What follows belongs to an exercise in optimizing a design on an open flow for small area; a production flow would make more cautious choices. In this exercise RTL edits were held to simulation tests only and were not proved equivalent to the original. Power and IR drop assume default switching activity.

===== design/flow/config.mk =====
export PLATFORM = sky130hd
export DESIGN_NAME = dcs_decoder
export DESIGN_NICKNAME = dcs_decoder
export VERILOG_FILES = /design/flow/design.v
export SDC_FILE = /design/flow/constraint.sdc
export NUM_CORES = 4
export LEC_CHECK = 0
export ABC_AREA = 1
export CAP_MARGIN = 20
export CORE_MARGIN = 2
export CORE_UTILIZATION = 80
export CTS_BUF_LIST = sky130_fd_sc_hd__clkbuf_8
export CTS_CLUSTER_DIAMETER = 80
export CTS_CLUSTER_SIZE = 16
export PLACE_DENSITY = 0.88
export SLEW_MARGIN = 20
export SYNTH_MEMORY_MAX_BITS = 65536

===== design/flow/constraint.sdc =====
create_clock -name core_clock -period 15.0 [get_ports {clk}]
set_input_delay 3.0000 -clock core_clock [delete_from_list [all_inputs] [get_ports {clk}]]
set_output_delay 3.0000 -clock core_clock [all_outputs]
set_load 0.01 [all_outputs]

===== design/flow/design.v =====
module dcs_det_core(x00, x01, x02, x03, x04, x05, x06, x07, x08, x09, x10, z0);
  input x00;
  wire x00;
  input x01;
  wire x01;
  input x02;
  wire x02;
  input x03;
  wire x03;
  input x04;
  wire x04;
  input x05;
  wire x05;
  input x06;
  wire x06;
  input x07;
  wire x07;
  input x08;
  wire x08;
  input x09;
  wire x09;
  input x10;
  wire x10;
  output z0;
  wire z0;
  wire _000_;
  wire _001_;
  wire _002_;
  wire _003_;
  wire _004_;
  wire _005_;
  wire _006_;
  wire _007_;
  wire _008_;
  wire _009_;
  wire _010_;
  wire _011_;
  wire _012_;
  wire _013_;
  wire _014_;
  wire _015_;
  wire _016_;
  wire _017_;
  wire _018_;
  wire _019_;
  wire _020_;
  wire _021_;
  wire _022_;
  wire _023_;
  wire _024_;
  wire _025_;
  wire _026_;
  wire _027_;
  wire _028_;
  wire _029_;
  wire _030_;
  wire _031_;
  wire _032_;
  wire _033_;
  wire _034_;
  wire _035_;
  wire _036_;
  wire _037_;
  wire _038_;
  wire _039_;
  wire _040_;
  wire _041_;
  wire _042_;
  wire _043_;
  wire _044_;
  wire _045_;
  wire _046_;
  wire _047_;
  wire _048_;
  wire _049_;
  wire _050_;
  wire _051_;
  wire _052_;
  wire _053_;
  wire _054_;
  wire _055_;
  wire _056_;
  wire _057_;
  wire _058_;
  wire _059_;
  wire _060_;
  wire _061_;
  wire _062_;
  wire _063_;
  wire _064_;
  wire _065_;
  wire _066_;
  wire _067_;
  wire _068_;
  wire _069_;
  wire _070_;
  wire _071_;
  wire _072_;
  wire _073_;
  wire _074_;
  wire _075_;
  wire _076_;
  wire _077_;
  wire _078_;
  wire _079_;
  wire _080_;
  wire _081_;
  wire _082_;
  wire _083_;
  wire _084_;
  wire _085_;
  wire _086_;
  wire _087_;
  wire _088_;
  wire _089_;
  wire _090_;
  wire _091_;
  wire _092_;
  wire _093_;
  wire _094_;
  wire _095_;
  wire _096_;
  wire _097_;
  wire _098_;
  wire _099_;
  wire _100_;
  wire _101_;
  wire _102_;
  wire _103_;
  wire _104_;
  wire _105_;
  wire _106_;
  wire _107_;
  wire _108_;
  wire _109_;
  wire _110_;
  wire _111_;
  wire _112_;
  wire _113_;
  wire _114_;
  wire _115_;
  wire _116_;
  wire _117_;
  wire _118_;
  wire _119_;
  wire _120_;
  wire _121_;
  wire _122_;
  wire _123_;
  wire _124_;
  wire _125_;
  wire _126_;
  wire _127_;
  wire _128_;
  wire _129_;
  wire _130_;
  wire _131_;
  wire _132_;
  wire _133_;
  wire _134_;
  wire _135_;
  wire _136_;
  wire _137_;
  wire _138_;
  wire _139_;
  wire _140_;
  wire _141_;
  wire _142_;
  wire _143_;
  wire _144_;
  wire _145_;
  wire _146_;
  wire _147_;
  wire _148_;
  wire _149_;
  wire _150_;
  wire _151_;
  wire _152_;
  wire _153_;
  wire _154_;
  wire _155_;
  wire _156_;
  wire _157_;
  wire _158_;
  wire _159_;
  wire _160_;
  wire _161_;
  wire _162_;
  wire _163_;
  wire _164_;
  wire _165_;
  wire _166_;
  wire _167_;
  wire _168_;
  wire _169_;
  wire _170_;
  wire _171_;
  wire _172_;
  wire _173_;
  wire _174_;
  wire _175_;
  wire _176_;
  wire _177_;
  wire _178_;
  wire _179_;
  wire _180_;
  wire _181_;
  wire _182_;
  wire _183_;
  wire _184_;
  wire _185_;
  wire _186_;
  wire _187_;
  wire _188_;
  wire _189_;
  wire _190_;
  wire _191_;
  wire _192_;
  wire _193_;
  wire _194_;
  wire _195_;
  wire _196_;
  wire _197_;
  wire _198_;
  wire _199_;
  wire _200_;
  wire _201_;
  wire _202_;
  wire _203_;
  wire _204_;
  wire _205_;
  wire _206_;
  wire _207_;
  wire _208_;
  wire _209_;
  wire _210_;
  wire _211_;
  wire _212_;
  wire _213_;
  wire _214_;
  wire _215_;
  wire _216_;
  wire _217_;
  wire _218_;
  wire _219_;
  wire _220_;
  wire _221_;
  wire _222_;
  wire _223_;
  wire _224_;
  wire _225_;
  wire _226_;
  wire _227_;
  wire _228_;
  wire _229_;
  wire _230_;
  wire _231_;
  assign _030_ = ~x10;
  assign _041_ = x08 & x10;
  assign _052_ = ~(x04 & x01);
  assign _063_ = _041_ & ~(_052_);
  assign _074_ = ~(x05 | x09);
  assign _085_ = ~(x09 | x04);
  assign _096_ = _074_ & ~(x04);
  assign _107_ = x09 & x04;
  assign _118_ = x07 & x05;
  assign _129_ = _107_ & _118_;
  assign _140_ = ~(_096_ | _129_);
  assign _151_ = x01 & ~(x09);
  assign _157_ = x10 | _151_;
  assign _158_ = _140_ | _157_;
  assign _159_ = x07 | _158_;
  assign _160_ = x04 & ~(x09);
  assign _161_ = x08 & ~(x03);
  assign _162_ = _160_ & _161_;
  assign _163_ = ~(x03 | x01);
  assign _164_ = x05 & ~(x07);
  assign _165_ = _163_ & _164_;
  assign _166_ = ~(_162_ & _165_);
  assign _167_ = ~(x03 | x08);
  assign _168_ = x01 | ~(_167_);
  assign _169_ = x03 & x01;
  assign _170_ = x04 | ~(_169_);
  assign _171_ = _168_ & _170_;
  assign _172_ = x08 & ~(x10);
  assign _173_ = x07 & ~(x10);
  assign _174_ = x07 & _172_;
  assign _175_ = x10 & ~(x08);
  assign _176_ = x04 & ~(x05);
  assign _177_ = _175_ & _176_;
  assign _178_ = ~(_174_ | _177_);
  assign _179_ = _171_ | _178_;
  assign _180_ = _166_ & _179_;
  assign _181_ = x09 & _118_;
  assign _182_ = _063_ & _181_;
  assign _183_ = ~(x03 & _182_);
  assign _184_ = _180_ & _183_;
  assign _185_ = ~(_159_ & _184_);
  assign _186_ = ~(x00 & _185_);
  assign _187_ = _074_ & ~(x03);
  assign _188_ = x00 ? _185_ : _187_;
  assign _189_ = ~(_063_ & _188_);
  assign _190_ = x05 & ~(x03);
  assign _191_ = _190_ & ~(x04);
  assign _192_ = x05 | ~(x01);
  assign _193_ = x09 & x01;
  assign _194_ = _052_ & ~(_193_);
  assign _195_ = x01 ? _096_ : _191_;
  assign _196_ = ~(_174_ & _195_);
  assign _197_ = x09 & ~(x07);
  assign _198_ = _197_ & ~(x08);
  assign _199_ = _198_ & ~(x01);
  assign _200_ = ~(_176_ & _199_);
  assign _201_ = x09 & ~(x01);
  assign _202_ = x09 & ~(x04);
  assign _203_ = _201_ & ~(x04);
  assign _204_ = ~(x03 & _203_);
  assign _205_ = ~(_151_ & _161_);
  assign _206_ = ~(_204_ & _205_);
  assign _207_ = ~(_164_ & _206_);
  assign _208_ = ~(x00 & _207_);
  assign _209_ = ~(_030_ & _208_);
  assign _210_ = ~(_200_ & _209_);
  assign _211_ = x03 & ~(x08);
  assign _212_ = x07 & ~(x01);
  assign _213_ = _211_ & _212_;
  assign _214_ = _085_ & _213_;
  assign _215_ = x00 | _214_;
  assign _216_ = ~(_210_ & _215_);
  assign _217_ = _196_ & _216_;
  assign _218_ = _189_ & _217_;
  assign _219_ = x06 | _218_;
  assign _220_ = _085_ & ~(x01);
  assign _221_ = _164_ & _211_;
  assign _222_ = _220_ & _221_;
  assign _223_ = ~(_182_ | _222_);
  assign _224_ = x09 | ~(x07);
  assign _225_ = ~(_192_ & _224_);
  assign _226_ = _172_ & ~(_074_);
  assign _227_ = ~(_225_ & _226_);
  assign _228_ = _223_ & _227_;
  assign _229_ = _160_ & ~(x07);
  assign _230_ = _169_ & _229_;
  assign _231_ = ~(x10 & _230_);
  assign _000_ = _176_ & _212_;
  assign _001_ = _041_ & _000_;
  assign _002_ = ~(x00 | _001_);
  assign _003_ = _231_ & _002_;
  assign _004_ = x10 & _199_;
  assign _005_ = ~(x03 | _004_);
  assign _006_ = ~(_158_ & _005_);
  assign _007_ = ~(x03 & _228_);
  assign _008_ = ~(_006_ & _007_);
  assign _009_ = _003_ & _008_;
  assign _010_ = x06 | _009_;
  assign _011_ = x08 | _052_;
  assign _012_ = ~(_041_ & _202_);
  assign _013_ = ~(_011_ & _012_);
  assign _014_ = ~(_074_ & _173_);
  assign _015_ = ~(x03 | x06);
  assign _016_ = ~(_164_ & _015_);
  assign _017_ = ~(_014_ & _016_);
  assign _018_ = ~(_013_ & _017_);
  assign _019_ = _166_ & _018_;
  assign _020_ = ~(_009_ & _019_);
  assign _021_ = ~(x07 | x05);
  assign _022_ = _107_ & ~(_021_);
  assign _023_ = ~(_118_ | _022_);
  assign _024_ = ~(_194_ | _023_);
  assign _025_ = _024_ | ~(_140_);
  assign _026_ = ~(_107_ & _169_);
  assign _027_ = x09 | ~(_163_);
  assign _028_ = ~(_026_ & _027_);
  assign _029_ = _118_ & _028_;
  assign _031_ = x10 | _029_;
  assign _032_ = x03 & x08;
  assign _033_ = _031_ & _032_;
  assign _034_ = ~(_025_ & _033_);
  assign _035_ = _203_ | _229_;
  assign _036_ = _167_ & _035_;
  assign _037_ = _030_ ? _036_ : _029_;
  assign _038_ = x00 & _223_;
  assign _039_ = _038_ & ~(_037_);
  assign _040_ = ~(_034_ & _039_);
  assign _042_ = _020_ & _040_;
  assign _043_ = ~(_010_ & _042_);
  assign _044_ = x05 | _022_;
  assign _045_ = x10 & _044_;
  assign _046_ = x05 & x04;
  assign _047_ = _213_ & _046_;
  assign _048_ = ~(x00 & _047_);
  assign _049_ = _167_ & ~(x04);
  assign _050_ = _193_ & _049_;
  assign _051_ = ~(x07 & _050_);
  assign _053_ = _045_ ? _051_ : _048_;
  assign _054_ = x02 & _053_;
  assign _055_ = _043_ & _054_;
  assign _056_ = ~(_219_ & _055_);
  assign _057_ = ~(x07 | _171_);
  assign _058_ = x00 | ~(_057_);
  assign _059_ = ~(_051_ & _058_);
  assign _060_ = x05 & ~(x10);
  assign _061_ = ~(_059_ & _060_);
  assign _062_ = _186_ & _061_;
  assign _064_ = x10 ? _151_ : _107_;
  assign _065_ = _064_ ? _164_ : _195_;
  assign _066_ = ~(_211_ & _065_);
  assign _067_ = ~(_107_ & _165_);
  assign _068_ = ~(_162_ & _212_);
  assign _069_ = ~(_067_ & _068_);
  assign _070_ = ~(x10 & _069_);
  assign _071_ = x00 | _176_;
  assign _072_ = ~(_201_ & _071_);
  assign _073_ = ~(_085_ & _118_);
  assign _075_ = ~(_072_ & _073_);
  assign _076_ = _181_ | ~(x00);
  assign _077_ = _032_ & _076_;
  assign _078_ = ~(_075_ & _077_);
  assign _079_ = _070_ & _078_;
  assign _080_ = ~(x10 & _047_);
  assign _081_ = _050_ & ~(x07);
  assign _082_ = _080_ & ~(_081_);
  assign _083_ = x00 | _082_;
  assign _084_ = _079_ & _083_;
  assign _086_ = _066_ & _084_;
  assign _087_ = x06 ? _062_ : _086_;
  assign _088_ = _177_ | _191_;
  assign _089_ = x07 & _151_;
  assign _090_ = _089_ & ~(x06);
  assign _091_ = ~(x06 & _175_);
  assign _092_ = ~(x09 & _172_);
  assign _093_ = ~(_091_ & _092_);
  assign _094_ = _164_ & _093_;
  assign _095_ = _090_ | _094_;
  assign _097_ = ~(_088_ & _095_);
  assign _098_ = x06 & _198_;
  assign _099_ = _162_ | _098_;
  assign _100_ = _030_ & ~(_192_);
  assign _101_ = ~(_099_ & _100_);
  assign _102_ = ~(x10 & _214_);
  assign _103_ = x00 & _102_;
  assign _104_ = _101_ & _103_;
  assign _105_ = ~(_097_ & _104_);
  assign _106_ = x10 | _034_;
  assign _108_ = _030_ | _207_;
  assign _109_ = _174_ & _203_;
  assign _110_ = ~(x06 & _109_);
  assign _111_ = ~(_193_ & _046_);
  assign _112_ = ~(_085_ & _021_);
  assign _113_ = ~(_111_ & _112_);
  assign _114_ = _113_ & ~(_091_);
  assign _115_ = ~(x00 | _114_);
  assign _116_ = _110_ & _115_;
  assign _117_ = _108_ & _116_;
  assign _119_ = ~(_106_ & _117_);
  assign _120_ = ~(_105_ & _119_);
  assign _121_ = ~(_087_ & _120_);
  assign _122_ = x02 | _121_;
  assign _123_ = ~(_056_ & _122_);
  assign _124_ = ~(_172_ & _230_);
  assign _125_ = _220_ | ~(x05);
  assign _126_ = ~(_041_ & _057_);
  assign _127_ = ~(_167_ & _045_);
  assign _128_ = ~(_126_ & _127_);
  assign _130_ = x00 | _128_;
  assign _131_ = ~(_125_ & _130_);
  assign _132_ = ~(_124_ & _131_);
  assign _133_ = _204_ | ~(_004_);
  assign _134_ = ~(_049_ & _089_);
  assign _135_ = x06 & _134_;
  assign _136_ = ~(_133_ & _135_);
  assign _137_ = _074_ & ~(_168_);
  assign _138_ = _026_ & ~(_137_);
  assign _139_ = _138_ | ~(_173_);
  assign _141_ = ~(_041_ & _164_);
  assign _142_ = x00 & ~(x06);
  assign _143_ = _141_ & _142_;
  assign _144_ = ~(_139_ & _143_);
  assign _145_ = _136_ & _144_;
  assign _146_ = ~(_132_ & _145_);
  assign _147_ = _211_ & ~(x00);
  assign _148_ = x04 | _147_;
  assign _149_ = ~(x06 & _161_);
  assign _150_ = ~(x04 & _149_);
  assign _152_ = _030_ & _201_;
  assign _153_ = _021_ & _152_;
  assign _154_ = _150_ & _153_;
  assign _155_ = ~(_148_ & _154_);
  assign _156_ = _146_ & _155_;
  assign z0 = ~(_123_ & _156_);
endmodule
module dcs_det (
    input  wire [10:0] s,
    output wire        d
);
    dcs_det_core u_core (
        .x00(s[10]), .x01(s[9]), .x02(s[8]), .x03(s[7]), .x04(s[6]), .x05(s[5]),
        .x06(s[4]),  .x07(s[3]), .x08(s[2]), .x09(s[1]), .x10(s[0]), .z0(d)
    );
endmodule
module dcs_code_rom(code, known);
  input [8:0] code;
  wire [8:0] code;
  output known;
  wire known;
  wire _000_;
  wire _001_;
  wire _002_;
  wire _003_;
  wire _004_;
  wire _005_;
  wire _006_;
  wire _007_;
  wire _008_;
  wire _009_;
  wire _010_;
  wire _011_;
  wire _012_;
  wire _013_;
  wire _014_;
  wire _015_;
  wire _016_;
  wire _017_;
  wire _018_;
  wire _019_;
  wire _020_;
  wire _021_;
  wire _022_;
  wire _023_;
  wire _024_;
  wire _025_;
  wire _026_;
  wire _027_;
  wire _028_;
  wire _029_;
  wire _030_;
  wire _031_;
  wire _032_;
  wire _033_;
  wire _034_;
  wire _035_;
  wire _036_;
  wire _037_;
  wire _038_;
  wire _039_;
  wire _040_;
  wire _041_;
  wire _042_;
  wire _043_;
  wire _044_;
  wire _045_;
  wire _046_;
  wire _047_;
  wire _048_;
  wire _049_;
  wire _050_;
  wire _051_;
  wire _052_;
  wire _053_;
  wire _054_;
  wire _055_;
  wire _056_;
  wire _057_;
  wire _058_;
  wire _059_;
  wire _060_;
  wire _061_;
  wire _062_;
  wire _063_;
  wire _064_;
  wire _065_;
  wire _066_;
  wire _067_;
  wire _068_;
  wire _069_;
  wire _070_;
  wire _071_;
  wire _072_;
  wire _073_;
  wire _074_;
  wire _075_;
  wire _076_;
  wire _077_;
  wire _078_;
  wire _079_;
  wire _080_;
  wire _081_;
  wire _082_;
  wire _083_;
  wire _084_;
  wire _085_;
  wire _086_;
  wire _087_;
  wire _088_;
  wire _089_;
  wire _090_;
  wire _091_;
  wire _092_;
  wire _093_;
  wire _094_;
  wire _095_;
  wire _096_;
  wire _097_;
  wire _098_;
  wire _099_;
  wire _100_;
  wire _101_;
  wire _102_;
  wire _103_;
  wire _104_;
  wire _105_;
  wire _106_;
  wire _107_;
  wire _108_;
  wire _109_;
  wire _110_;
  wire _111_;
  wire _112_;
  wire _113_;
  wire _114_;
  wire _115_;
  assign _010_ = 4'h8 >> { code[3], code[0] };
  assign _021_ = 4'h4 >> { _010_, code[2] };
  assign _029_ = 4'h4 >> code[2:1];
  assign _030_ = 4'h8 >> { _029_, code[0] };
  assign _031_ = 4'h2 >> code[4:3];
  assign _032_ = 4'h4 >> { _031_, code[5] };
  assign _033_ = 4'h8 >> { _032_, _030_ };
  assign _034_ = 4'h8 >> { code[4], code[1] };
  assign _035_ = 4'h1 >> { code[2], code[0] };
  assign _036_ = 4'h8 >> { _035_, _034_ };
  assign _037_ = 4'h1 >> { _036_, _033_ };
  assign _038_ = 4'h4 >> { _037_, _021_ };
  assign _039_ = 4'h1 >> { _038_, code[1] };
  assign _040_ = 4'h1 >> { code[3], code[0] };
  assign _041_ = 4'h2 >> { _010_, code[1] };
  assign _042_ = 4'h4 >> { _041_, code[2] };
  assign _043_ = 4'h4 >> { _042_, _040_ };
  assign _044_ = 4'h4 >> { _043_, code[5] };
  assign _045_ = 4'h8 >> code[4:3];
  assign _046_ = 4'h8 >> { _045_, _044_ };
  assign _047_ = 4'h2 >> { _040_, _029_ };
  assign _048_ = 4'h2 >> { _045_, code[5] };
  assign _049_ = 4'h8 >> { _048_, _047_ };
  assign _050_ = 4'h8 >> { _049_, code[4] };
  assign _051_ = 4'h8 >> { _040_, code[2] };
  assign _052_ = 4'h2 >> { code[4], code[1] };
  assign _053_ = 4'h8 >> { _052_, _051_ };
  assign _054_ = 4'h2 >> { _053_, code[6] };
  assign _055_ = 4'h4 >> { _054_, _050_ };
  assign _056_ = 4'h4 >> { _055_, _046_ };
  assign _057_ = 4'h4 >> { _056_, _039_ };
  assign _058_ = 4'h2 >> { _057_, code[7] };
  assign _059_ = 4'h1 >> { code[4], code[1] };
  assign _060_ = 4'h1 >> { _059_, code[3] };
  assign _061_ = 4'h8 >> { _034_, code[5] };
  assign _062_ = 4'h1 >> { _061_, code[2] };
  assign _063_ = 4'h2 >> { _062_, _060_ };
  assign _064_ = 4'h4 >> { _041_, _035_ };
  assign _065_ = 4'h4 >> code[5:4];
  assign _066_ = 4'h8 >> { _065_, _064_ };
  assign _067_ = 4'h4 >> { _066_, _063_ };
  assign _068_ = 4'h8 >> { code[7], code[5] };
  assign _069_ = 4'h1 >> { _068_, code[0] };
  assign _070_ = 4'h8 >> { _060_, _029_ };
  assign _071_ = 4'h4 >> { _070_, _069_ };
  assign _072_ = 4'h1 >> { _071_, _067_ };
  assign _073_ = 4'h4 >> { _072_, _058_ };
  assign _074_ = 4'h8 >> { _042_, _031_ };
  assign _075_ = 4'h1 >> { _074_, code[6] };
  assign _076_ = 4'h1 >> { _065_, _034_ };
  assign _077_ = 4'h2 >> { _076_, _051_ };
  assign _078_ = 4'h2 >> { _077_, _075_ };
  assign _079_ = 4'h1 >> { code[5], code[2] };
  assign _080_ = 4'h4 >> { _079_, _034_ };
  assign _081_ = 4'h2 >> { code[2], code[0] };
  assign _082_ = 4'h8 >> { _081_, _060_ };
  assign _083_ = 4'h4 >> { _082_, _080_ };
  assign _084_ = 4'h2 >> { _065_, code[3] };
  assign _085_ = 4'h2 >> { _084_, _030_ };
  assign _086_ = 4'h1 >> { _085_, _083_ };
  assign _087_ = 4'h8 >> { _086_, _078_ };
  assign _088_ = 4'h1 >> { _087_, _073_ };
  assign _089_ = 4'h1 >> { code[4], code[0] };
  assign _090_ = 4'h8 >> { _089_, code[6] };
  assign _091_ = 4'h2 >> { _090_, _047_ };
  assign _092_ = 4'h1 >> { _091_, _032_ };
  assign _093_ = 4'h4 >> { _092_, _043_ };
  assign _094_ = 4'h8 >> { _044_, code[4] };
  assign _095_ = 4'h8 >> { _080_, _010_ };
  assign _096_ = 4'h1 >> { _095_, _049_ };
  assign _097_ = 4'h4 >> { _096_, _094_ };
  assign _098_ = 4'h2 >> { _097_, _093_ };
  assign _099_ = 4'h8 >> { _021_, code[5] };
  assign _100_ = 4'h1 >> { _076_, _061_ };
  assign _101_ = 4'h8 >> { _100_, _064_ };
  assign _102_ = 4'h1 >> { _101_, _099_ };
  assign _103_ = 4'h1 >> { _102_, code[6] };
  assign _104_ = 4'h1 >> { _103_, _098_ };
  assign _105_ = 4'h1 >> { code[4], code[2] };
  assign _106_ = 4'h1 >> { _105_, code[0] };
  assign _107_ = 4'h1 >> { _106_, _065_ };
  assign _108_ = 4'h2 >> { _107_, code[6] };
  assign _109_ = 4'h8 >> { _106_, code[5] };
  assign _110_ = 4'h1 >> { _109_, _108_ };
  assign _111_ = 4'h4 >> { _110_, _104_ };
  assign _112_ = 4'h1 >> { _110_, _093_ };
  assign _113_ = 4'h1 >> { _112_, _111_ };
  assign _114_ = 4'h8 >> { _097_, _075_ };
  assign _115_ = 4'h1 >> { _114_, _037_ };
  assign _000_ = 4'h2 >> { _115_, _113_ };
  assign _001_ = 4'h4 >> { _114_, code[1] };
  assign _002_ = 4'h2 >> { _001_, code[7] };
  assign _003_ = 4'h1 >> { _002_, _000_ };
  assign _004_ = 4'h1 >> { _003_, _088_ };
  assign _005_ = 4'h1 >> { _004_, code[8] };
  assign _006_ = 4'h8 >> { code[2], code[0] };
  assign _007_ = 4'h1 >> { _045_, code[5] };
  assign _008_ = 4'h4 >> { _007_, _006_ };
  assign _009_ = 4'h2 >> { _081_, code[5] };
  assign _011_ = 4'h1 >> { _009_, _008_ };
  assign _012_ = 4'h4 >> { _011_, _113_ };
  assign _013_ = 4'h4 >> { _097_, _078_ };
  assign _014_ = 4'h1 >> { _013_, code[0] };
  assign _015_ = 4'h2 >> { _078_, _044_ };
  assign _016_ = 4'h2 >> { _015_, code[7] };
  assign _017_ = 4'h4 >> { _016_, _014_ };
  assign _018_ = 4'h4 >> { _017_, _012_ };
  assign _019_ = 4'h4 >> { _110_, code[7] };
  assign _020_ = 4'h2 >> { _019_, _063_ };
  assign _022_ = 4'h2 >> { _020_, _114_ };
  assign _023_ = 4'h8 >> { _008_, _064_ };
  assign _024_ = 4'h1 >> { _023_, code[7] };
  assign _025_ = 4'h8 >> { _024_, _056_ };
  assign _026_ = 4'h2 >> { _025_, code[8] };
  assign _027_ = 4'h4 >> { _026_, _022_ };
  assign _028_ = 4'h4 >> { _027_, _018_ };
  assign known = 4'he >> { _028_, _005_ };
endmodule
module dcs_decoder (
    input  wire        clk,
    input  wire        rst_n,
    input  wire [15:0] cfg_alpha,
    input  wire [25:0] cfg_spb,
    input  wire        in_valid,
    output wire        in_ready,
    input  wire [15:0] in_sample,
    output reg         out_valid,
    output wire        out_bnd,
    output wire        out_bit,
    output reg         out_found,
    output wire [8:0]  out_code,
    output wire        out_inv,
    output reg         out_event
);
    localparam [11:0] NUDGE_K = 12'd3277;
    localparam [10:0] SC      = 11'h38a;    
    reg  [4:0]         mc;           
    reg  [4:0]         pc;           
    reg  [26:0]        pacc;         
    reg  [21:0]        nudge;
    reg  [23:0]        y;
    reg                prev_pos, prev_neg;
    reg  [26:0]        phase;
    reg                lt;
    reg  [23:0]        acc_lo;       
    reg  [11:0]        acc_hi;
    reg                acc_inc, acc_dec;
    reg  [22:0]        win;          
    reg                bnd;
    reg  [10:0]        sa, sb;
    reg  [11:0]        e;            
    reg                va;           
    reg  [8:0]         last_code;    
    reg                last_inv;
    reg  [7:0]         counter;
    wire mstart = (mc == 5'd0) && in_valid && ((pc == 5'd0) || (pc >= 5'd13));
    wire accept = (mc == 5'd16) && in_valid;
    assign in_ready = (mc == 5'd16);
    assign out_bnd  = bnd;
    assign out_bit  = win[22];
    assign out_code = last_code;
    assign out_inv  = last_inv;
    wire [15:0] alpha_r = {cfg_alpha[14:0], cfg_alpha[15]};   
    wire        abit    = alpha_r[mc[3:0]];               
    wire [15:0] k_r     = {2'b00, NUDGE_K, 2'b00};        
    wire        kbit    = k_r[pc[3:0]];                   
    reg  [27:0] opnd;
    always @(*) begin
        if (mc != 5'd0)
            opnd = abit ? {{4{in_sample[15]}}, in_sample, 8'h00} : {{4{y[23]}}, y};
        else if (pc == 5'd1)
            opnd = {4'd0, acc_lo};
        else
            opnd = kbit ? {2'b00, cfg_spb} : 28'd0;
    end
    wire [27:0] sum;
    dcs_rca #(.W(28)) u_main (.a({pacc[26], pacc}), .b(opnd), .ci(1'b0),
                              .s(sum), .co());
    wire        y_pos = !y[23] && (y != 24'd0);
    wire        zc    = (prev_neg && y_pos) || (prev_pos && y[23]);
    reg  [26:0] pop;
    reg         pcin;
    always @(*) begin
        case (pc)
            5'd1:    begin pop = lt ? {5'd0, nudge} : ~{5'd0, nudge}; pcin = !lt; end
            5'd3:    begin pop = ~{2'b00, cfg_spb[25:1]}; pcin = 1'b1; end
            5'd4:    begin pop = 27'h10000;                pcin = 1'b0; end
            default: begin pop = ~{1'b0, cfg_spb};         pcin = 1'b1; end
        endcase
    end
    wire [27:0] psum;
    dcs_rca #(.W(27)) u_phase (.a(phase), .b(pop), .ci(pcin),
                               .s(psum[26:0]), .co(psum[27]));
    wire        bnd_n = psum[27];                     
    wire [11:0] acc_hi_n;
    dcs_rca #(.W(12)) u_acch (.a(acc_hi), .b({{11{acc_dec}}, acc_inc | acc_dec}),
                              .ci(1'b0), .s(acc_hi_n), .co());
    wire        acc_nz = (acc_hi_n != 12'd0) || (acc_lo != 24'd0);
    wire        bit_n  = !acc_hi_n[11] && acc_nz;     
    function [10:0] mulx;         
        input [10:0] m;
        reg   [11:0] t;
        begin
            t = {m, 1'b0} ^ (m[10] ? 12'hC75 : 12'h000);
            mulx = t[10:0];
        end
    endfunction
    function [10:0] divx;         
        input [10:0] m;
        reg   [11:0] t;
        begin
            t = {1'b0, m} ^ (m[0] ? 12'hC75 : 12'h000);
            divx = t[11:1];
        end
    endfunction
    wire [10:0] cin = (win[0] ^ bit_n) ? SC : 11'd0;   
    wire        rot = bnd && (pc >= 5'd3) && (pc <= 5'd25);
    wire        det;
    dcs_det u_det (.s((pc <= 5'd14) ? sa : sb), .d(det));
    wire [8:0]  code  = e[8:0] ^ {9{e[11]}};
    wire        inv   = e[11];
    wire        known;
    dcs_code_rom u_rom (.code(code), .known(known));
    wire        ve    = (e[11] == e[10]) && (e[10] == e[9]) && known;
    wire        found = va || ve;
    wire        e_b   = (pc == 5'd15) ? !ve : !va;   
    wire        match = (code == last_code) && (inv == last_inv);
    wire [4:0]  mc_inc, pc_inc;
    dcs_rca #(.W(5)) u_mc (.a(mc), .b(5'd0), .ci(1'b1), .s(mc_inc), .co());
    dcs_rca #(.W(5)) u_pc (.a(pc), .b(5'd0), .ci(1'b1), .s(pc_inc), .co());
    wire [7:0]  counter_inc, counter_dec;
    dcs_rca #(.W(8)) u_cinc (.a(counter), .b(8'd0), .ci(1'b1), .s(counter_inc), .co());
    dcs_rca #(.W(8)) u_cdec (.a(counter), .b(8'hFF), .ci(1'b0), .s(counter_dec), .co());
    always @(posedge clk) begin
        if (mstart)
            pacc <= {{3{y[23]}}, y};
        else if (pc == 5'd1)
            pacc <= 27'd0;
        else
            pacc <= sum[27:1];
        if (pc >= 5'd15 && pc <= 5'd26) begin
            if (e_b)
                e <= {e[10:0], det ^ win[11]};
        end else begin
            e <= {det ^ win[11], e[11:1]};
        end
        if (pc == 5'd15)
            va <= ve;
        if (pc == 5'd1) begin
            acc_inc <= !sum[27] && sum[24];
            acc_dec <= sum[27];
        end
        if (pc == 5'd3)
            lt <= !psum[27];
        if (accept) begin
            prev_pos <= y_pos;
            prev_neg <= y[23];
        end
        if (pc == 5'd13)
            nudge <= sum[26:5];
        out_found <= found;
        out_event <= bnd && found && match && (counter != 8'd0);
        if (!rst_n) begin
            mc        <= 5'd0;
            pc        <= 5'd0;
            out_valid <= 1'b0;
            y         <= 24'd0;
            phase     <= 27'h10000;
            acc_lo    <= 24'd0;
            acc_hi    <= 12'd0;
            win       <= 23'd0;
            bnd       <= 1'b0;
            sa        <= 11'd0;
            sb        <= 11'd0;
            last_code <= 9'd0;
            last_inv  <= 1'b0;
            counter   <= 8'd0;
        end else begin
            out_valid <= (pc == 5'd27);
            if (mstart || (mc != 5'd0 && mc != 5'd16))
                mc <= mc_inc;
            else
                mc <= 5'd0;
            if (accept)
                pc <= 5'd1;
            else if (pc == 5'd27)
                pc <= 5'd0;
            else if (pc != 5'd0)
                pc <= pc_inc;
            if (accept)
                y <= sum[24:1];
            if (pc == 5'd1)
                acc_lo <= sum[23:0];
            if ((pc == 5'd1 && zc) || pc == 5'd4)
                phase <= psum[26:0];
            if (pc == 5'd2) begin
                bnd <= bnd_n;
                if (bnd_n) begin
                    phase  <= psum[26:0];
                    acc_lo <= 24'd0;
                    acc_hi <= 12'd0;
                    win    <= {bit_n, win[22:1]};
                    sa     <= divx(sa ^ cin);
                    sb     <= mulx(sb) ^ cin;
                end else begin
                    acc_hi <= acc_hi_n;
                end
            end else if (rot) begin
                sa  <= divx(sa);
                sb  <= mulx(sb);
                win <= {win[0], win[22:1]};
            end
            if (pc == 5'd27 && bnd) begin
                if (!found) begin
                    if (counter != 8'd0)
                        counter <= counter_dec;
                end else if (!match) begin
                    last_code <= code;
                    last_inv  <= inv;
                    counter   <= 8'd1;
                end else if (counter != 8'hFF) begin
                    counter <= counter_inc;
                end
            end
        end
    end
endmodule
module dcs_rca #(
    parameter W = 8
) (
    input  wire [W-1:0] a,
    input  wire [W-1:0] b,
    input  wire         ci,
    output wire [W-1:0] s,
    output wire         co
);
    wire [W:0] c;
    assign c[0] = ci;
    genvar i;
    generate
        for (i = 0; i < W; i = i + 1) begin : g_bit
            assign s[i]   = a[i] ^ b[i] ^ c[i];
            assign c[i+1] = (a[i] & b[i]) | (a[i] & c[i]) | (b[i] & c[i]);
        end
    endgenerate
    assign co = c[W];
endmodule

===== design/flow/flow/run.sh =====
#!/bin/bash
# Layout flow: the standard flow (standard.sh, the standard synthesis and
# ORFS steps) with one change: the port buffers that global placement inserts
# on every input and output are the platform's smallest buffer (buf_1)
# instead of the cell buffer_ports picks by default. The full make output is
# in flow_make.log; each ORFS step's log is under orfs/logs/.
set -euo pipefail
bash standard.sh "BUFFER_PORTS_ARGS=-buffer_cell sky130_fd_sc_hd__buf_1" finish > flow_make.log 2>&1

===== design/flow/standard.sh =====
#!/bin/bash
# synth_recipe.tcl (not shown) runs the flow's synth.tcl, then flattens the netlist and writes it again
# the make line also repeats each setting of config.mk as NAME=value (left out here)
make -C /OpenROAD-flow-scripts/flow DESIGN_CONFIG=/design/flow/config.mk WORK_HOME=/design/flow/orfs CLKGATE_MAP_FILE= SYNTH_SCRIPT=/design/flow/synth_recipe.tcl "${@:-finish}"

==> results of run 1 <==
==> worst max-delay path by stage <==
stage / start / end / slack (ps) / depth (start not counted)
finish: cfg_spb[1] / win[7]$_SDFFE_PN0P_ / 420 / 39
global route: cfg_spb[1] / phase[10]$_SDFF_PN0_ / 20 / 39
CTS: cfg_spb[1] / sb[10]$_SDFFE_PN0P_ / 6 / 40
detailed placement: cfg_spb[1] / sb[5]$_SDFFE_PN0P_ / -350 / 40
global placement: cfg_spb[1] / sb[10]$_SDFFE_PN0P_ / -180 / 40
floorplan: cfg_spb[1] / sa[0]$_SDFFE_PN0P_ / 80 / 37
==> placed cells by master, fill, tap and decap left out, drive strengths merged, types with 2 or more instances in the layout <==
| cell type | Yosys | layout |
|---|---|---|
| inv | 229 | 241 |
| ha | 26 | 26 |
| nand3 | 110 | 110 |
| a211oi | 23 | 23 |
| nand2 | 311 | 311 |
| buf | 17 | 107 |
| o221ai | 17 | 17 |
| fa | 63 | 63 |
| a31oi | 2 | 2 |
| nor3 | 17 | 17 |
| xor2 | 26 | 26 |
| nand4 | 16 | 16 |
| xnor2 | 10 | 10 |
| dfxtp | 191 | 191 |
| edfxtp | 40 | 40 |
| or2 | 3 | 3 |
| clkbuf | 73 | 20 |
| o31ai | 6 | 6 |
| clkinv | 6 | 6 |
| nor4 | 8 | 8 |
| o22ai | 16 | 16 |
| o2111ai | 24 | 24 |
| nor2 | 199 | 199 |
| a32oi | 3 | 3 |
| a221oi | 6 | 6 |
| a21oi | 104 | 104 |
| o211ai | 12 | 12 |
| o21ai | 242 | 242 |
==> worst max-delay path: cells and delay by family <==
| kind | cells | cell delay [ps] |
|---|---|---|
| compound gates | 2 | 380 |
| fa+ha+maj | 27 | 10340 |
| buf+inv | 7 | 810 |
| simple gates | 3 | 490 |
==> registers in the layout, summed over array words and instances (netlist names), 5 cells and up <==
name	count
acc_hi	12
acc_lo	24
counter	8
e	12
last_code	9
mc	5
nudge	22
pacc	27
pc	5
phase	27
sa	11
sb	11
win	23
y	24
==> synth_stat cells (all sizes together), types with 23 or more instances <==
cell / instances
a21oi: 104
nand3: 110
edfxtp: 40
fa: 63
ha: 26
clkbuf: 73
inv: 229
dfxtp: 191
xor2: 26
nor2: 199
o2111ai: 24
a211oi: 23
nand2: 311
o21ai: 242
==> per-stage QoR <==
step | setup TNS [ps] | hold slack, ps
floorplan | 0 | 446.0
global placement | -8261 | 456.8
detailed placement | -22370 | 469.0
CTS | 0 | 486.2
global route | 0 | 517.9
finish | 0 | 489.2
==> layer usage <==
| layer | GRT usage, % | vias to the layer above | wire length, um |
|---|---|---|---|
| met5 | 0 | - | 0 |
| li1 | - | 6098 | - |
| met2 | 69.46 | 1025 | 18240 |
| met1 | 54.85 | 6254 | 14150 |
| met3 | 8.679 | 248 | 4735 |
| met4 | 22.80 | 0 | 2378 |
==> cell families after synthesis <==
logic type                 share of synthesized area (%)
adders and majority gates                          11.50
buffers and inverters                              9.394
xor gates and xnor gates                           2.476
AOI/OAI and AO/OA                                  19.39
DFF                                                36.42
and+or+nand+nor                                    20.75
muxes                                            0.08160
==> final cells by class <==
class	count	area, um^2
fillers	893	2459
repair buffers	108	571.8
well taps	225	281.5
clock inverters	12	55.05
clock buffers	19	261.5
multi-input cells	1252	7515
flip-flops and latches	231	5025
diodes	1	2.502
inverters	235	885.9
==> repair_timing <==
item                                    CTS  global route
resized for setup                         1            14
buffers inserted                          0             0
hold buffers                              0             0
endpoints found under the setup margin    3           102
==> where the power goes <==
part / switching [mW] / internal, mW / total (mW)
clock network: 0.217 / 0.120 / 0.338
logic: 0.301 / 0.138 / 0.439
registers: 0.0282 / 0.684 / 0.712
total: 0.546 / 0.942 / 1.49
==> impl_summary.log, run 1 <==
INFO  metric utilization_of_the_core_after_routing = 85.59%
INFO  metric p_total = 1.488 mW
INFO  metric synth.yosys.warnings = 1
INFO  metric synth_edf_count = 40
INFO  metric arrival = 15,040 ps
INFO  metric worst_hold_path.endpoint = acc_lo[11]$_SDFF_PN0_
INFO  metric worst-slew-pin-transition = 1007 ps
INFO  metric num_vias = 13,625
INFO  metric hold_path.class = reg -> reg
INFO  metric final_layout_size_suffix_gt1_share = 6.300%
INFO  metric timing.max_slew.rel_slack = 32.77%
INFO  metric synth_largest_type_area_fraction = 27.71%
INFO  metric detail_route.vias_per_cell = 6.541
INFO  metric period_share = 97.20%
INFO  metric setup_slack = 420.6 ps
INFO  metric post-place-cells = 2,050
INFO  metric die_y = 135.3 um
INFO  metric fp.coreArea = 17,060 um^2
INFO  metric synth.avg_cell_area = 7.632 um^2
INFO  metric r2r.worst_path.cells = 45
INFO  metric synthArstFlopShare = 0%
INFO  metric synth_top_flop_cell = dfxtp_1
INFO  metric period_needed = 14,580 ps
INFO  metric wire_per_inst = 18.96 um
INFO  metric dpl-instance-area = 14,240 um^2
INFO  metric required = 15,460 ps
INFO  metric regToRegStartpoint = pc[1]$_SDFFE_PP0P_
INFO  metric final_area = 14,600 um^2
INFO  metric synthesis.instances = 1,808
INFO  metric insertion_delay = 580 ps
INFO  metric hold_path_startpoint = acc_lo[11]$_SDFF_PN0_
INFO  metric clock-sinks = 231
INFO  metric drv.max_cap_violation_count = 0
INFO  metric initial_antenna_violation_count = 0
INFO  metric rows = 48
INFO  metric dieWidth = 135.3 um
INFO  metric r2r_slack = 1030 ps
INFO  metric gp_congestion = 0.9989
INFO  metric ioPinCount = 77
INFO  metric final-max-slew-violation-count = 0
INFO  metric synth_area = 13,800 um^2
INFO  metric global_route_wire_length_before_repair = 63.01 mm
INFO  metric run_status = timing/DRC/antenna clean
INFO  metric maximum_level_of_the_cts_h_tree = 1
INFO  metric critical-path-slowest-cell = fa_1
INFO  metric worst_setup_path_end_kind = register
INFO  metric crit_top_cell = fa_1
INFO  metric cts.path.max_buffers = 3
INFO  metric yosys.area.top_type = dfxtp_1
INFO  metric synth_fp_nets = 1,958
INFO  metric grt_overflow = 0
INFO  metric leakage = 5.811 nW
INFO  metric power_per_cell_area = 101.9 nW/um^2
INFO  metric path_class = in -> reg
INFO  metric synthDistinctLibCells = 55
INFO  metric max_stage_delay = 450 ps
INFO  metric post-dp-hpwl = 26.78 mm
INFO  metric maximum_vdd_ir_drop = 0.1284 mV
INFO  metric post-route-drc-count = 0
INFO  metric cts_made_buffers = 18
INFO  metric gr_usage_total = 42.95%
INFO  metric number_of_global_route_vias_before_repair = 12,949
INFO  metric worst_hold_path.num_cells = 2
INFO  metric critical_path_peak_fanout = 25
INFO  metric port-buffer-count = 76
INFO  metric design.die.area = 18,310 um^2
INFO  metric path_clk_slew = 110 ps
INFO  metric firstDrtPassIters = 7
INFO  metric achievable-frequency = 0.06859 GHz
INFO  metric finClkSkew = 58.05 ps
INFO  metric clockRootBuffer = clkbuf_8
INFO  metric yosysSeqAreaShare = 36.42%
INFO  metric layout.nets = 1,996
INFO  metric detail_route.iter0.violations = 1,902
INFO  metric report.final.setup_viol = 0
INFO  metric ranking_of_synthesized_cells_by_area = dfxtp_1 (28%), fa_1 (9.1%), edfxtp_1 (8.7%), nand2_1 (8.1%), o21ai_0 (7.9%)
INFO  metric rsz_0062_raised_after_global_routing = no
INFO  metric layoutNonFillerInstCount = 2,083
INFO  metric final_antenna_net_count = 0
INFO  metric place_worst_setup_slack = -351.3 ps
INFO  metric critPathLaunchType = input pin
INFO  metric endpoint_of_the_most_critical_register_to_register_path = win[7]$_SDFFE_PN0P_
INFO  metric hold_viol_final = 0
INFO  metric area_growth_from_synthesis_to_layout = 5.795%
INFO  metric postRouteWirelength = 39.50 mm
INFO  metric initial_utilization = 80.90%
INFO  metric cts_tree = built
INFO  metric ys_ff_latch = 231
INFO  metric grt_start_max_net_pins = 64
==> run 2, diff against run 1 <==
--- a/design/flow/config.mk
+++ b/design/flow/config.mk
@@ -10,3 +10,3 @@
 export CORE_MARGIN = 2
-export CORE_UTILIZATION = 80
+export CORE_UTILIZATION = 65
 export CTS_BUF_LIST = sky130_fd_sc_hd__clkbuf_8
@@ -14,3 +14,3 @@
 export CTS_CLUSTER_SIZE = 16
-export PLACE_DENSITY = 0.88
+export PLACE_DENSITY = 0.75
 export SLEW_MARGIN = 20
==> run 2 against run 1 <==
  * Still clean on timing, DRC and antenna
  * Via count is 7.7% lower
  * Power is 3.2% lower
  * Core utilization is 16 points lower
  * Clock power is 5% lower
  * Synthesized cell count stayed put
  * Maximum frequency is 0.77% higher
  * Sequential power hardly changed
  * Sequential share of layout area is 0.14 points lower
==> impl_summary.log, run 2 <==
INFO  metric run_status = timing/DRC/antenna clean
INFO  metric yosys.area.top_type = dfxtp_1
INFO  metric final-max-slew-violation-count = 0
INFO  metric critical_path_peak_fanout = 41
INFO  metric critPathLaunchType = input pin
INFO  metric p_total = 1.441 mW
INFO  metric hold_viol_final = 0
INFO  metric ranking_of_synthesized_cells_by_area = dfxtp_1 (28%), fa_1 (9.1%), edfxtp_1 (8.7%), nand2_1 (8.1%), o21ai_0 (7.9%)
INFO  metric design.die.area = 22,410 um^2
INFO  metric gr_usage_total = 32.52%
INFO  metric synth.yosys.warnings = 1
INFO  metric cts_tree = built
INFO  metric cts_made_buffers = 18
INFO  metric regToRegStartpoint = pc[1]$_SDFFE_PP0P_
INFO  metric setup_slack = 532.1 ps
INFO  metric detail_route.vias_per_cell = 5.891
INFO  metric final_layout_size_suffix_gt1_share = 6.240%
INFO  metric hold_path.class = reg -> reg
INFO  metric clockRootBuffer = clkbuf_8
INFO  metric finClkSkew = 60.59 ps
INFO  metric insertedDiodeCount = 0
INFO  metric worst_setup_path_end_kind = register
INFO  metric top_regs = pacc (27), phase (27)
INFO  metric worst-slew-pin-transition = 1052 ps
INFO  metric final_area = 14,660 um^2
INFO  metric fp.coreArea = 20,960 um^2
INFO  metric layout.nets = 1,998
INFO  metric path_class = in -> reg
INFO  metric period_share = 96.45%
INFO  metric rsz_0062_raised_after_global_routing = no
INFO  metric arrival = 14,830 ps
INFO  metric synth_fp_nets = 1,958
INFO  metric report.final.setup_viol = 0
INFO  metric synth_area = 13,800 um^2
INFO  metric port-buffer-count = 76
INFO  metric detail_route.iter0.violations = 1,027
INFO  metric crit_top_cell = fa_1
INFO  metric grt_start_max_net_pins = 85
INFO  metric fillerInstances = 1,719
INFO  metric ys_ff_latch = 231
INFO  metric dieWidth = 149.7 um
INFO  metric timing.hold.ws = 485.1 ps
INFO  metric post-route-drc-count = 0
INFO  metric max_stage_delay = 450 ps
INFO  metric yosysSeqAreaShare = 36.42%
INFO  metric die_y = 149.7 um
INFO  metric synth_top_flop_cell = dfxtp_1
INFO  metric num_vias = 12,571
INFO  metric yosys-top-cells-count = nand2_1 (296), inv_1 (222), o21ai_0 (217)
INFO  metric leakage = 5.821 nW
INFO  metric initial_antenna_violation_count = 0
INFO  metric grt_overflow = 0
INFO  metric hold_path_startpoint = acc_lo[19]$_SDFF_PN0_
INFO  metric ioPinCount = 77
INFO  metric wire_per_inst = 16.90 um
INFO  metric post-dp-hpwl = 25.84 mm
INFO  metric postRouteWirelength = 36.06 mm
INFO  metric drv.max_cap_violation_count = 0
INFO  metric worstPathBufferInverterCount = 7
INFO  metric utilization_of_the_core_after_routing = 69.95%
INFO  metric synthArstFlopShare = 0%
INFO  metric area_growth_from_synthesis_to_layout = 6.239%
INFO  metric yosys.cell_count.top_type = nand2_1
INFO  metric mostFrequentLayoutCell = nand2_1
INFO  metric synth_largest_type_area_fraction = 27.71%
INFO  metric dpl-instance-area = 14,310 um^2
INFO  metric layout_common_cells = nand2_1 (295), inv_1 (232), o21ai_0 (215), nor2_1 (191), dfxtp_1 (191)
INFO  metric maximum_vdd_ir_drop = 0.1152 mV
INFO  metric timing.max_slew.rel_slack = 29.78%
INFO  metric path_clk_slew = 100 ps
INFO  metric seqCellArea = 5025 um^2
INFO  metric critical-path-slowest-cell = fa_1
INFO  metric synth.avg_cell_area = 7.632 um^2
INFO  metric clock-sinks = 231
INFO  metric timing.critical_path.from = cfg_spb[0]
INFO  metric number_of_global_route_vias_before_repair = 12,047
INFO  metric firstDrtPassIters = 6
INFO  metric rows = 53
INFO  metric power_per_cell_area = 98.32 nW/um^2
INFO  metric crit_family = adder cells
INFO  metric multi_input_comb_area = 7511 um^2
INFO  metric insertion_delay = 560 ps
INFO  metric synthesis.instances = 1,808
INFO  metric synth_edf_count = 40
INFO  metric gp_congestion = 0.9340
INFO  metric final_antenna_net_count = 0
INFO  metric cts.hold.buffers_added = 0
INFO  metric initial_utilization = 65.85%
INFO  metric synthDistinctLibCells = 55
INFO  metric global_route_wire_length_before_repair = 59.20 mm
INFO  metric maximum_level_of_the_cts_h_tree = 1
INFO  metric period_needed = 14,470 ps
INFO  metric place_worst_setup_slack = -435.8 ps
INFO  metric required = 15,360 ps
INFO  metric cts.path.max_buffers = 3
INFO  metric achievable-frequency = 0.06912 GHz
run 2: worst paths after layout:
kind                            slack [ps]               endpoint  depth (start not counted)
worst max register to register        1070    sb[10]$_SDFFE_PN0P_                         46
worst max-delay path                   530    sb[10]$_SDFFE_PN0P_                         39
worst min-delay path                   490  acc_lo[19]$_SDFF_PN0_                          2
worst min register to register         490  acc_lo[19]$_SDFF_PN0_                          2
run 2: through the flow:
stage / setup TNS [ps] / cells
after global routing: 0 / 2134
final: 0 / 2134
after detailed placement: -29010 / 2102
after CTS: 0 / 2133
after global placement: -16810 / 2102
after floorplan: 0 / 1808
run 2: power by group:
group | total, mW | switching [mW] | leakage, nW | internal, mW
sequential | 0.709 | 0.0253 | 1.95 | 0.683
clock | 0.321 | 0.206 | 0.197 | 0.115
combinational | 0.411 | 0.277 | 3.68 | 0.135
total | 1.44 | 0.508 | 5.82 | 0.933
run 2: kinds of logic (layout without fill, tap and decap cells):
kind of cell    Yosys count  after routing  synth area share [%]
simple gates            665            665                 20.75
compound gates          461            461                 19.39
buf+inv                 325            376                 9.394
flops                   231            231                 36.42
fa+ha+maj                89             89                 11.50
xor+xnor                 36             36                 2.476
mux                       1              1               0.08160
run 2: what timing repair did:
action / 4_1_cts / 5_1_grt
buffers inserted: 0 / 0
setup endpoints to repair: 0 / 101
resized for setup: 0 / 12
run 2: routing by layer:
metal | vias to the layer above | track usage [%] | part of all wire, %
li1 | 6091 | - | -
met1 | 5857 | 44.32 | 43
met2 | 514 | 53.65 | 47
met3 | 109 | 4.207 | 7.0
met4 | 0 | 11.56 | 3.3
met5 | - | 0 | 0
run 2: tightest hold or removal path, stage by stage (launching register included):
cell	delay [ps]
dfxtp_1	320
inv_1	70
a211oi_1	60
run 2: area by class of cell:
| class | count | area share (%) |
|---|---|---|
| multi-input combinational | 1252 | 51.24 |
| sequential | 231 | 34.28 |
| inverter | 235 | 6.043 |
| timing repair buffer | 110 | 4.003 |
| tap | 275 | 2.347 |
| clock buffer | 18 | 1.690 |
| clock inverter | 13 | 0.4012 |
==> run 3, diff against run 2 <==
--- a/design/flow/design.v
+++ b/design/flow/design.v
@@ -777,4 +777,4 @@
     wire mstart = (mc == 5'd0) && in_valid && ((pc == 5'd0) || (pc >= 5'd13));
-    wire accept = (mc == 5'd16) && in_valid;
-    assign in_ready = (mc == 5'd16);
+    wire accept = (mc == 5'd16);
+    assign in_ready = accept;
     assign out_bnd  = bnd;
@@ -900,5 +900,5 @@
             out_valid <= (pc == 5'd27);
-            if (mstart || (mc != 5'd0 && mc != 5'd16))
+            if (mstart || (mc != 5'd0 && !accept))
                 mc <= mc_inc;
-            else
+            else if (accept)
                 mc <= 5'd0;
==> design/flow/run.sh (new file) <==
#!/bin/bash
# synth_recipe.tcl (not shown) runs the flow's synth.tcl, then flattens the netlist and writes it again
# the make line also repeats each setting of config.mk as NAME=value (left out here)
make -C /OpenROAD-flow-scripts/flow DESIGN_CONFIG=/design/flow/config.mk WORK_HOME=/design/flow/orfs CLKGATE_MAP_FILE= SYNTH_SCRIPT=/design/flow/synth_recipe.tcl finish
--- a/design/flow/config.mk
+++ b/design/flow/config.mk
@@ -10,3 +10,3 @@
 export CORE_MARGIN = 2
-export CORE_UTILIZATION = 65
+export CORE_UTILIZATION = 40
 export CTS_BUF_LIST = sky130_fd_sc_hd__clkbuf_8
@@ -14,3 +14,3 @@
 export CTS_CLUSTER_SIZE = 16
-export PLACE_DENSITY = 0.75
+export PLACE_DENSITY = 0.55
 export SLEW_MARGIN = 20
removed: design/flow/flow/run.sh
removed: design/flow/standard.sh
==> run 3 against run 2 <==
  * Non-clock buffer count rose by 4
  * Clock skew decreased by 20 ps
  * Critical endpoint unchanged
  * Critical path depth increased by 3
  * Global-route usage shrank 11 points
  * Sequential power increased by 19%
  * Area after synthesis grew 0.15%
  * Power increased by 74%
  * Cell count up 8.8%
  * Highest routed layer unchanged
  * Die area up 61%
  * Core utilization fell by 25 points
==> impl_summary.log, run 3 <==
INFO  metric crit_family = adder cells
INFO  metric layout.nets = 2,005
INFO  metric gp_congestion = 0.9454
INFO  metric power_per_cell_area = 161.3 nW/um^2
INFO  metric postRouteWirelength = 39.65 mm
INFO  metric setup_slack = 564.3 ps
INFO  metric grt_start_max_net_pins = 81
INFO  metric mostFrequentLayoutCell = nand2_1
INFO  metric detail_route.iter0.violations = 889
INFO  metric leakage = 6.102 nW
INFO  metric firstDrtPassIters = 5
INFO  metric path_clk_slew = 110 ps
INFO  metric synth_area = 13,820 um^2
INFO  metric hold_path.class = reg -> reg
INFO  metric synthesis.instances = 1,813
INFO  metric place_worst_setup_slack = -791.3 ps
INFO  metric yosys.cell_count.top_type = nand2_1
INFO  metric finClkSkew = 40.85 ps
INFO  metric design.die.area = 36,050 um^2
INFO  metric period_needed = 14,440 ps
INFO  metric fillerInstances = 3,404
INFO  metric post-dp-hpwl = 28.42 mm
INFO  metric yosysSeqAreaShare = 36.36%
INFO  metric gr_usage_total = 21.94%
INFO  metric ranking_of_synthesized_cells_by_area = dfxtp_1 (28%), fa_1 (9.1%), edfxtp_1 (8.7%), nand2_1 (8.2%), o21ai_0 (7.6%)
INFO  metric wire_per_inst = 17.08 um
INFO  metric detail_route.vias_per_cell = 5.349
INFO  metric area_growth_from_synthesis_to_layout = 12.41%
INFO  metric final_layout_size_suffix_gt1_share = 6.377%
INFO  metric cts.hold.buffers_added = 0
INFO  metric post-route-drc-count = 0
INFO  metric die_y = 189.9 um
INFO  metric cts.path.max_buffers = 3
INFO  metric initial_utilization = 40.30%
INFO  metric crit_top_cell = fa_1
INFO  metric max_stage_delay = 430 ps
INFO  metric rsz_0062_raised_after_global_routing = no
INFO  metric post-place-cells = 2,288
INFO  metric ys_ff_latch = 231
INFO  metric clockRootBuffer = clkbuf_8
INFO  metric dpl-instance-area = 15,100 um^2
INFO  metric final_antenna_net_count = 0
INFO  metric initial_antenna_violation_count = 0
INFO  metric dieWidth = 189.9 um
INFO  metric layoutNonFillerInstCount = 2,321
INFO  metric critPathLaunchType = input pin
INFO  metric insertion_delay = 570 ps
INFO  metric grt_overflow = 0
INFO  metric worst-slew-pin-transition = 1079 ps
INFO  metric number_of_global_route_vias_before_repair = 11,701
INFO  metric yosys-top-cells-count = nand2_1 (301), inv_1 (226), o21ai_0 (209)
INFO  metric cts_tree = built
INFO  metric maximum_vdd_ir_drop = 0.08774 mV
INFO  metric ioPinCount = 77
INFO  metric yosys.area.top_type = dfxtp_1
INFO  metric worst_setup_path_end_kind = register
INFO  metric clock-sinks = 231
INFO  metric required = 15,470 ps
INFO  metric run_status = timing/DRC/antenna clean
INFO  metric global_route_wire_length_before_repair = 63.82 mm
INFO  metric fp.coreArea = 34,290 um^2
INFO  metric synth_top_flop_cell = dfxtp_1
INFO  metric report.final.setup_viol = 0
INFO  metric arrival = 14,900 ps
INFO  metric synth_edf_count = 40
INFO  metric drv.max_cap_violation_count = 0
INFO  metric top_regs = pacc (27), phase (27)
INFO  metric rows = 68
INFO  metric worstPathBufferInverterCount = 8
INFO  metric hold_viol_final = 0
INFO  metric synthDistinctLibCells = 53
INFO  metric path_class = in -> reg
INFO  metric synth_fp_nets = 1,963
INFO  metric timing.hold.ws = 458.0 ps
INFO  metric num_vias = 12,415
INFO  metric final-max-slew-violation-count = 0
INFO  metric achievable-frequency = 0.06927 GHz
INFO  metric insertedDiodeCount = 0
INFO  metric totalNegativeSetupSlack = 0 ps
INFO  metric utilization_of_the_core_after_routing = 45.30%
INFO  metric final_area = 15,530 um^2
INFO  metric critical-path-slowest-cell = fa_1
INFO  metric p_total = 2.505 mW
INFO  metric timing.max_slew.rel_slack = 28.06%
INFO  metric cts_made_buffers = 19
INFO  metric synth.avg_cell_area = 7.622 um^2
INFO  metric maximum_level_of_the_cts_h_tree = 1
INFO  metric critical_path_peak_fanout = 7
INFO  metric synth_largest_type_area_fraction = 27.67%
INFO  metric synth.yosys.warnings = 1
INFO  metric port-buffer-count = 76
INFO  metric period_share = 96.24%
INFO  metric synthArstFlopShare = 0%
INFO  metric layout_common_cells = nand2_1 (299), inv_1 (230), o21ai_0 (208), dfxtp_1 (191), nor2_1 (172)
run 3: power by group:
part / total (mW) / leakage [nW] / internal [mW] / switching [mW]
Clock: 0.368 / 0.198 / 0.144 / 0.224
Sequential: 0.842 / 1.95 / 0.769 / 0.0736
Combinational: 1.29 / 3.95 / 0.453 / 0.842
run 3: timing repair:
item,CTS,global route
resized for setup,9,10
hold endpoints to repair,0,0
setup buffers,0,0
gates cloned,0,1
setup endpoints to repair,72,105
run 3: cells by family (layout without fill, tap and decap cells):
logic type | count (synthesis) | after routing | synth area share, %
AO/OA/AOI/OAI | 449 | 449 | 18.76
XOR/XNOR | 40 | 40 | 2.970
adder cells (fa/ha/maj) | 89 | 89 | 11.48
buffers and inverters | 328 | 381 | 9.381
flip-flops | 231 | 231 | 36.36
multiplexers | 1 | 1 | 0.08149
AND/OR/NAND/NOR | 675 | 675 | 20.96
run 3: final timing paths:
kind                  startpoint                   to  slack, ps  cells past startpoint
min reg2reg  win[5]$_SDFFE_PN0P_  win[4]$_SDFFE_PN0P_        460                      2
min          win[5]$_SDFFE_PN0P_  win[4]$_SDFFE_PN0P_        460                      2
max                   cfg_spb[1]  sb[10]$_SDFFE_PN0P_        560                     42
max reg2reg   pc[0]$_SDFFE_PN0P_  sb[10]$_SDFFE_PN0P_       1920                     45
run 3: layer usage:
layer  share of wire [%]  track usage, %  routed length, um
met4                 2.9           6.500               1144
met1                  46           29.93              18380
met5                   0               0                  0
met3                 4.3           2.749               1713
met2                  46           36.45              18410
run 3: layout make-up:
class                   instances  area [um^2]  share of cell area [%]
multi-input cells            1254         7557                   48.65
clock inverters                12        88.84                  0.5719
repair buffers                114         1136                   7.314
inverters                     235        882.1                   5.679
clock buffers                  20        275.3                   1.772
flip-flops and latches        231         5025                   32.35
well taps                     455        569.3                   3.665
run 3: worst min-delay path, delay by kind of cell, from the launching register on:
family | cells | cell delay (ps)
buffers and inverters | 1 | 60
DFF | 1 | 320
AOI/OAI and AO/OA | 1 | 60

## afterwards: timing with drivers on the ports
No port has a modelled driver above. Below, the same layouts with a new extraction and two added sets of constraints.
Step 1 assumes that a clkbuf_16 drives the clock port and a buf_2 every other input.
Step 2 times the ports against the registers' clock, not the clock port: input delays grow and output delays shrink by t, the midpoint of the rising clock arrivals with the driver on.
Slacks: ideal ports / drivers / drivers and shift; pairs: ideal ports / drivers.
run | t, ns | setup slack, ns | hold WS [ns] | worst setup path at the end
run 1 | 0.589 | 0.421 / 0.443 / -0.146 | 0.489 / 0.489 / 0.489 | input to register
run 2 | 0.562 | 0.532 / 0.542 / -0.020 | 0.485 / 0.485 / 0.485 | input to register
run 3 | 0.597 | 0.564 / 0.593 / -0.004 | 0.458 / 0.458 / 0.458 | input to register
With both steps, setup timing fails in every run listed, where it was met with ideal ports. The setup slack of run 3, which loses most, moves by +0.029 ns with the drivers and by -0.568 ns with both steps.
